Source: an optimization exercise on an open RTL-to-GDS flow (aim: small area, a short achievable clock period and few clock cycles per item). Production flows keep margins and buffers that such runs may drop.
Only simulation tests tie the RTL to the original design; equivalence was not proved.

==> v22 <==
==> flow/design.v (excerpt) <==
module fpu (
    input  wire        clk,
    input  wire        rst,
    input  wire        in_valid,
    output wire        in_ready,
    input  wire [3:0]  op,
    input  wire [31:0] a,
    input  wire [31:0] b,
    output reg         out_valid,
    output reg  [31:0] y,
    output reg         fault
);
make LEC_CHECK=0 ABC_CLOCK_PERIOD_IN_PS=4000 CAP_MARGIN=20 CORE_MARGIN=2 CORE_UTILIZATION=62 SLEW_MARGIN=20 finish   # period 17.0 ns
run.sh (not shown) runs the stock make flow with config.mk's settings and CLKGATE_MAP_FILE= SYNTH_SCRIPT=/design/flow/synth_recipe.tcl, a recipe that flattens the netlist after the stock synthesis.
==> v18 (differences from v22) <==
--- a/flow/design.v
+++ b/flow/design.v
@@ -2376,39 +2376,43 @@
     output reg         out_valid,
     output reg  [31:0] y,
     output reg         fault
 );
     localparam [3:0] OP_ADD = 4'd0, OP_SUB = 4'd1, OP_MUL = 4'd2, OP_DIV = 4'd3,
                      OP_XOR = 4'd4, OP_AND = 4'd5, OP_FROMBITS = 4'd6,
                      OP_TOBITS = 4'd7, OP_FLIPSIGN = 4'd12;
     localparam [31:0] QNAN = 32'h7FC00000;
-    localparam K = 13;               
-    localparam R = 2;                
+    localparam K = 9;                
+    localparam R = 3;                
     localparam NDL = K - 1;          
     reg        v0;
     reg [3:0]  op0;
     reg [31:0] a0, b0;
     reg        div0;
     wire       div_busy, div_busy_nx;
     reg        v1, div1;
     wire       go0 = v0 && (!div0 || !div_busy);
-    reg        rdy;
-    assign in_ready = rdy;
+    reg        rdy, rdy_port;    
+    assign in_ready = rdy_port;
     wire       nv0   = rdy ? in_valid : v0;
     wire       ndiv0 = rdy ? (op == OP_DIV) : div0;
+    wire       nv0p   = rdy_port ? in_valid : v0;
+    wire       ndiv0p = rdy_port ? (op == OP_DIV) : div0;
     always @(posedge clk) begin
         if (rst) begin
             v0  <= 1'b0;
             rdy <= 1'b1;
+            rdy_port <= 1'b1;
         end else begin
-            if (in_ready) v0 <= in_valid;
+            if (rdy) v0 <= in_valid;
             rdy <= !(nv0 && ndiv0 && div_busy_nx);
+            rdy_port <= !(nv0p && ndiv0p && div_busy_nx);
         end
-        if (in_ready) begin
+        if (rdy) begin
             op0  <= op;
             a0   <= a;
             b0   <= b;
             div0 <= (op == OP_DIV);
         end
     end
     wire is_add = (op0 == OP_ADD) || (op0 == OP_SUB);
     wire is_mul = (op0 == OP_MUL);
==> v12 (differences from v22) <==
--- a/flow/design.v
+++ b/flow/design.v
@@ -2203,61 +2203,51 @@
             dvf <= la ? dva : dvb;
             exf <= la ? exa : exb;
             sgf <= la ? sga : sgb;
         end
         selb <= lb;
     end
     wire [N-1:0] qp = selb ? qpb : qpa;
     wire [N-1:0] qn = selb ? qnb : qna;
-    reg [N-1:0]       p1q0, p1q1;
-    reg               p1neg, p1nz, p1nzd, p1dh, p1dl;
+    reg [N-1:0]       p1q;
+    reg               p1st, p1dh, p1dl;
     reg [4:0]         p1rh, p1rl;
     reg signed [10:0] p1bh, p1bl;
     reg               p1sg;
     wire [27:0] ddv = {3'b000, dvf, 1'b0};
     wire [27:0] w   = wsf + wcf;
     wire [27:0] t3s = wsf ^ wcf ^ ddv;
     wire [27:0] t3m = (wsf & wcf) | ((wsf | wcf) & ddv);
     wire [27:0] t3c = {t3m[26:0], 1'b0};
     wire signed [10:0] bh  = $signed({exf[9], exf}) + 11'sd127;
     wire signed [10:0] bl  = $signed({exf[9], exf}) + 11'sd126;
     wire signed [10:0] rh  = 11'sd1 - bh;
     wire signed [10:0] rl  = 11'sd1 - bl;
     always @(posedge clk) begin
-        p1q0  <= qp - qn;
-        p1q1  <= qp + ~qn;
-        p1neg <= w[27];
-        p1nz  <= ((wsf ^ wcf) != {wsf[26:0] | wcf[26:0], 1'b0});
-        p1nzd <= ((t3s ^ t3c) != {t3s[26:0] | t3c[26:0], 1'b0});
+        p1q   <= w[27] ? qp + ~qn : qp - qn;
+        p1st  <= w[27] ? ((t3s ^ t3c) != {t3s[26:0] | t3c[26:0], 1'b0})
+                       : ((wsf ^ wcf) != {wsf[26:0] | wcf[26:0], 1'b0});
         p1dh  <= (bh <= 11'sd0);
         p1dl  <= (bl <= 11'sd0);
         p1rh  <= (bh > 11'sd0) ? 5'd0 : (rh > 11'sd31) ? 5'd31 : rh[4:0];
         p1rl  <= (bl > 11'sd0) ? 5'd0 : (rl > 11'sd31) ? 5'd31 : rl[4:0];
         p1bh  <= bh;
         p1bl  <= bl;
         p1sg  <= sgf;
     end
-    wire [N-1:0] p1q  = p1neg ? p1q1 : p1q0;
-    wire         hi   = p1q[N-1];
-    wire [N+1:0] p1x  = {p1q, 2'b00};
-    reg  [25:0]       p2m;
-    reg               p2st, p2den, p2sg;
-    reg  [4:0]        p2rs;
-    reg signed [10:0] p2be;
-    always @(posedge clk) begin
-        p2m   <= hi ? p1x[N+1:N-24] : p1x[N:N-25];
-        p2st  <= (p1neg ? p1nzd : p1nz) | (hi ? |p1x[N-25:0] : |p1x[N-26:0]);
-        p2be  <= hi ? p1bh : p1bl;
-        p2den <= hi ? p1dh : p1dl;
-        p2rs  <= hi ? p1rh : p1rl;
-        p2sg  <= p1sg;
-    end
+    wire [N-1:0] p2q  = p1q;
+    wire         p2st = p1st;
+    wire         hi   = p2q[N-1];
+    wire [N+1:0] p2x  = {p2q, 2'b00};
+    wire [25:0]  p2m  = hi ? p2x[N+1:N-24] : p2x[N:N-25];
+    wire         p2lo = hi ? |p2x[N-25:0] : |p2x[N-26:0];
     fp_rnd u_rnd (
-        .sign(p2sg), .be(p2be), .den(p2den), .rs(p2rs), .m(p2m), .sticky(p2st), .y(y)
+        .sign(p1sg), .be(hi ? p1bh : p1bl), .den(hi ? p1dh : p1dl), .rs(hi ? p1rh : p1rl),
+        .m(p2m), .sticky(p2st | p2lo), .y(y)
     );
 endmodule
 module fp_div_it #(
     parameter R = 5,
     parameter K = 5
 ) (
     input  wire              clk,
     input  wire              rst,
@@ -2376,19 +2366,19 @@
     output reg         out_valid,
     output reg  [31:0] y,
     output reg         fault
 );
     localparam [3:0] OP_ADD = 4'd0, OP_SUB = 4'd1, OP_MUL = 4'd2, OP_DIV = 4'd3,
                      OP_XOR = 4'd4, OP_AND = 4'd5, OP_FROMBITS = 4'd6,
                      OP_TOBITS = 4'd7, OP_FLIPSIGN = 4'd12;
     localparam [31:0] QNAN = 32'h7FC00000;
-    localparam K = 13;               
-    localparam R = 2;                
-    localparam NDL = K - 1;          
+    localparam K = 9;                
+    localparam R = 3;                
+    localparam NDL = K - 2;          
     reg        v0;
     reg [3:0]  op0;
     reg [31:0] a0, b0;
     reg        div0;
     wire       div_busy, div_busy_nx;
     reg        v1, div1;
     wire       go0 = v0 && (!div0 || !div_busy);
     reg        rdy;
@@ -2509,48 +2499,53 @@
         aeff1 <= aeffsub;
     end
     wire signed [10:0] mbl = $signed({2'd0, es1}) - $signed({5'd0, lzs1}) - 11'sd127;
     wire signed [10:0] mbh = $signed({2'd0, es1}) - $signed({5'd0, lzs1}) - 11'sd126;
     wire signed [10:0] mrl = 11'sd1 - mbl;
     wire signed [10:0] mrh = 11'sd1 - mbh;
     wire [47:0] p0, p1;
     fp_mul_tree u_mt (.x(na1), .y(nb1), .p0(p0), .p1(p1));
+    wire [21:0] plo = {1'b0, p0[20:0]} + {1'b0, p1[20:0]};
     wire [27:0] asum;
     fp_add_sum u_as (.m1(am1_1), .m2al(am2_1), .effsub(aeff1), .sum(asum));
     reg        v2, add2, div2, use2, flt2, sg2;
-    reg [47:0] p0_2, p1_2;      
+    reg [26:0] ph0_2, ph1_2;    
+    reg        pc2;             
+    reg        pz2;             
     reg signed [10:0] mbe2, mbh2;
     reg        mdl2, mdh2;
     reg [4:0]  mrl2, mrh2;
     reg [27:0] asum2;
     reg [7:0]  ae1_2;
     always @(posedge clk) begin
         if (rst) v2 <= 1'b0;
         else     v2 <= v1;
         add2 <= add1;
         div2 <= div1;
         use2 <= use1;
         flt2 <= flt1;
         sg2  <= sg1;
-        p0_2 <= p0;
-        p1_2 <= p1;
+        ph0_2 <= p0[47:21];
+        ph1_2 <= p1[47:21];
+        pc2  <= plo[21];
+        pz2  <= ((p0[20:0] ^ p1[20:0]) == {p0[19:0] | p1[19:0], 1'b0});
         mbe2 <= mbl;
         mbh2 <= mbh;
         mdl2 <= (mbl <= 11'sd0);
         mdh2 <= (mbh <= 11'sd0);
         mrl2 <= (mbl > 11'sd0) ? 5'd0 : (mrl > 11'sd31) ? 5'd31 : mrl[4:0];
         mrh2 <= (mbh > 11'sd0) ? 5'd0 : (mrh > 11'sd31) ? 5'd31 : mrh[4:0];
         asum2 <= use1 ? {4'd0, am1_1} : asum;
         ae1_2 <= ae1_1;
     end
-    wire [47:0] prod = p0_2 + p1_2;
-    wire        ph   = prod[47];
-    wire [25:0] mm   = ph ? prod[47:22] : prod[46:21];
-    wire        mst  = ph ? |prod[21:0] : |prod[20:0];
+    wire [26:0] pr2  = ph0_2 + ph1_2 + {26'd0, pc2};
+    wire        ph   = pr2[26];
+    wire [25:0] mm   = ph ? pr2[26:1] : pr2[25:0];
+    wire        mst  = !pz2 | (ph & pr2[0]);
     wire signed [10:0] mbe = ph ? mbh2 : mbe2;
     wire        mden = ph ? mdh2 : mdl2;
     wire [4:0]  mrs  = ph ? mrh2 : mrl2;
     wire [25:0] am;
     wire        ast, aden, azero;
     wire signed [10:0] abe;
     wire [4:0]  ars;
     fp_add_norm u_an (
==> v3 (differences from v22) <==
--- a/flow/design.v
+++ b/flow/design.v
@@ -27,27 +27,29 @@
             y = {sign, 8'hFF, 23'd0};
         else
             y = {sign, r[24] ? be1[7:0] : be[7:0], r[22:0]};
     end
 endmodule
 module fp_add_align (
     input  wire [31:0] a,
     input  wire [31:0] b,
+    input  wire        aez,      
+    input  wire        bez,
     output wire [23:0] m1,       
     output reg  [26:0] m2al,     
     output wire [7:0]  e1,       
     output wire        sres,
     output wire        effsub
 );
     wire [7:0] ea = a[30:23], eb = b[30:23];
-    wire [7:0] eaf = (ea == 8'd0) ? 8'd1 : ea;
-    wire [7:0] ebf = (eb == 8'd0) ? 8'd1 : eb;
-    wire [23:0] ma = {ea != 8'd0, a[22:0]};
-    wire [23:0] mb = {eb != 8'd0, b[22:0]};
+    wire [7:0] eaf = {ea[7:1], ea[0] | aez};
+    wire [7:0] ebf = {eb[7:1], eb[0] | bez};
+    wire [23:0] ma = {!aez, a[22:0]};
+    wire [23:0] mb = {!bez, b[22:0]};
     wire swap = a[30:0] < b[30:0];
     wire [8:0] dab = {1'b0, eaf} - {1'b0, ebf};
     wire [8:0] dba = {1'b0, ebf} - {1'b0, eaf};
     wire [4:0] sab = dab[4:0];
     wire [4:0] sba = dba[4:0];
     wire       bab = |dab[7:5];
     wire       bba = |dba[7:5];
     integer i;
@@ -2376,43 +2378,50 @@
     output reg         out_valid,
     output reg  [31:0] y,
     output reg         fault
 );
     localparam [3:0] OP_ADD = 4'd0, OP_SUB = 4'd1, OP_MUL = 4'd2, OP_DIV = 4'd3,
                      OP_XOR = 4'd4, OP_AND = 4'd5, OP_FROMBITS = 4'd6,
                      OP_TOBITS = 4'd7, OP_FLIPSIGN = 4'd12;
     localparam [31:0] QNAN = 32'h7FC00000;
-    localparam K = 13;               
-    localparam R = 2;                
+    localparam K = 9;                
+    localparam R = 3;                
     localparam NDL = K - 1;          
     reg        v0;
     reg [3:0]  op0;
     reg [31:0] a0, b0;
     reg        div0;
+    reg        aez0, bez0;       
     wire       div_busy, div_busy_nx;
     reg        v1, div1;
     wire       go0 = v0 && (!div0 || !div_busy);
-    reg        rdy;
-    assign in_ready = rdy;
+    reg        rdy, rdy_port;    
+    assign in_ready = rdy_port;
     wire       nv0   = rdy ? in_valid : v0;
     wire       ndiv0 = rdy ? (op == OP_DIV) : div0;
+    wire       nv0p   = rdy_port ? in_valid : v0;
+    wire       ndiv0p = rdy_port ? (op == OP_DIV) : div0;
     always @(posedge clk) begin
         if (rst) begin
             v0  <= 1'b0;
             rdy <= 1'b1;
+            rdy_port <= 1'b1;
         end else begin
-            if (in_ready) v0 <= in_valid;
+            if (rdy) v0 <= in_valid;
             rdy <= !(nv0 && ndiv0 && div_busy_nx);
+            rdy_port <= !(nv0p && ndiv0p && div_busy_nx);
         end
-        if (in_ready) begin
+        if (rdy) begin
             op0  <= op;
             a0   <= a;
             b0   <= b;
             div0 <= (op == OP_DIV);
+            aez0 <= (a[30:23] == 8'd0);
+            bez0 <= (b[30:23] == 8'd0);
         end
     end
     wire is_add = (op0 == OP_ADD) || (op0 == OP_SUB);
     wire is_mul = (op0 == OP_MUL);
     wire is_div = div0;
     wire [31:0] bf = (op0 == OP_SUB) ? {~b0[31], b0[30:0]} : b0;
     wire [7:0]  ea = a0[30:23], eb = b0[30:23];
     wire a_nan  = (ea == 8'hFF) && (a0[22:0] != 0);
@@ -2461,24 +2470,24 @@
             OP_FROMBITS, OP_TOBITS: ey = a0;
             OP_FLIPSIGN:            ey = {~a0[31], a0[30:0]};
             default:                ey_fault = 1'b1;
         endcase
     end
     wire [23:0] na, nb;
     wire [4:0] lza, lzb;
     wire [7:0] efa, efb;
-    fp_prenorm u_pna (.e(ea), .f(a0[22:0]), .n(na), .lz(lza), .ef(efa));
-    fp_prenorm u_pnb (.e(eb), .f(b0[22:0]), .n(nb), .lz(lzb), .ef(efb));
+    fp_prenorm u_pna (.e(ea), .ez(aez0), .f(a0[22:0]), .n(na), .lz(lza), .ef(efa));
+    fp_prenorm u_pnb (.e(eb), .ez(bez0), .f(b0[22:0]), .n(nb), .lz(lzb), .ef(efb));
     wire [23:0] am1;
     wire [26:0] am2;
     wire [7:0]  ae1;
     wire        asres, aeffsub;
     fp_add_align u_aal (
-        .a(a0), .b(bf), .m1(am1), .m2al(am2), .e1(ae1), .sres(asres), .effsub(aeffsub)
+        .a(a0), .b(bf), .aez(aez0), .bez(bez0), .m1(am1), .m2al(am2), .e1(ae1), .sres(asres), .effsub(aeffsub)
     );
     wire [31:0] div_y;
     fp_div #(.R(R), .K(K)) u_div (
         .clk(clk), .rst(rst), .start(go0 && div0),
         .na(na), .nb(nb),
         .ee($signed({2'd0, efa}) - $signed({2'd0, efb})),
         .el($signed({2'd0, lza}) - $signed({2'd0, lzb})), .sign(sx),
         .busy(div_busy), .busy_nx(div_busy_nx), .y(div_y)
@@ -2595,25 +2604,26 @@
         if (rst) out_valid <= 1'b0;
         else     out_valid <= dl_v[NDL];
         y     <= dl_d[NDL] ? div_y : dl_y[NDL];
         fault <= dl_f[NDL];
     end
 endmodule
 module fp_prenorm (
     input  wire [7:0]  e,
+    input  wire        ez,       
     input  wire [22:0] f,
     output wire [23:0] n,
     output reg  [4:0]  lz,
     output wire [7:0]  ef        
 );
     integer i;
     always @* begin
         lz = 5'd0;
-        if (e == 8'd0) begin
+        if (ez) begin
             lz = 5'd24;
             for (i = 0; i < 23; i = i + 1)
                 if (f[i]) lz = 23 - i;
         end
     end
-    assign n  = {e != 8'd0, f} << lz;
-    assign ef = (e == 8'd0) ? 8'd1 : e;
+    assign n  = {!ez, f} << lz;
+    assign ef = {e[7:1], e[0] | ez};
 endmodule
==> summary of the runs <==
v18 completed with no timing, DRC or antenna violations. v3 produced a clean layout. v22 finished clean. v12 ran to the end with no violations.
Global-route usage: v3 > v12 > v18 > v22.
Non-clock buffer count: v12 > v22 > v18 > v3.
In v12 the via count is smaller than in v18, by about 0.6%.
==> figures <==
	v12	v3	v22	v18
Most common cell after layout, fill and taps aside	nand2_1	dfxtp_1	dfxtp_1	dfxtp_1
Global-route wire length before repair	406000 µm	415000 µm	409000 µm	406000 µm
Outcome	finished clean	finished clean	finished clean	finished clean
Clk sinks	1151	1302	1433	1300
Synthesized Nets	10100	10000	10000	10100
Skew-Pair Late Insertion Delay	0.80 ns	0.80 ns	0.82 ns	0.81 ns
Post-route core utilization	67.3%	67.9%	68.1%	67.8%
Final estimated routing congestion in global placement	0.974	1.01	1.04	1.01
Die Footprint	0.139 mm²	0.142 mm²	0.144 mm²	0.143 mm²
Final cell area excluding filler cells	0.0910 mm²	0.0937 mm²	0.0952 mm²	0.0945 mm²
Number of standard cells after synthesis	9028	9001	9036	9062
Proportion of final cell area spent on non-clock buffers	2.54%	2.18%	2.27%	2.23%
Testbench counts of v22, summed over its fixed seeds: cycles 11,405, items 9,600.
Testbench counts of v18, summed over its fixed seeds: cycles 10,390, items 9,600.
Testbench counts of v12, summed over its fixed seeds: cycles 10,382, items 9,600.
Testbench counts of v3, summed over its fixed seeds: cycles 10,390, items 9,600.

## what the ideal ports hide
Ports are ideal in the flow. The routed layouts listed here were re-timed in OpenROAD. Step 1 (the two cells are an assumption about what drives the block):
set clk [get_ports {clk}]
set_driving_cell -lib_cell sky130_fd_sc_hd__clkbuf_16 $clk
set_driving_cell -lib_cell sky130_fd_sc_hd__buf_2 [delete_from_list [all_inputs] $clk]
Step 2 adds t to the input delays and takes it off the output delays; t is the mean of the earliest and latest rising clock arrival at the registers after step 1. Input paths then give back, and output paths get back, about the clock's delay inside the block. a / b / c = ideal / step 1 / step 2; a / b = the first two.
run | shift t [ns] | setup WS [ns] | hold slack, ns | latest minus earliest clock arrival (ns) | cell pins on the clock port's net
v22 | 0.863 | 11.544 / 11.544 / 11.544 | 0.277 / 0.277 / 0.277 | 0.079 / 0.079 | 1
v18 | 0.851 | 11.034 / 11.034 / 11.034 | 0.301 / 0.301 / 0.301 | 0.076 / 0.075 | 1
v12 | 0.849 | 9.571 / 9.571 / 9.571 | 0.268 / 0.268 / 0.268 | 0.081 / 0.082 | 1
v3 | 0.859 | 10.998 / 10.998 / 10.998 | 0.290 / 0.290 / 0.290 | 0.070 / 0.070 | 1
After both steps every run listed still meets setup and hold.
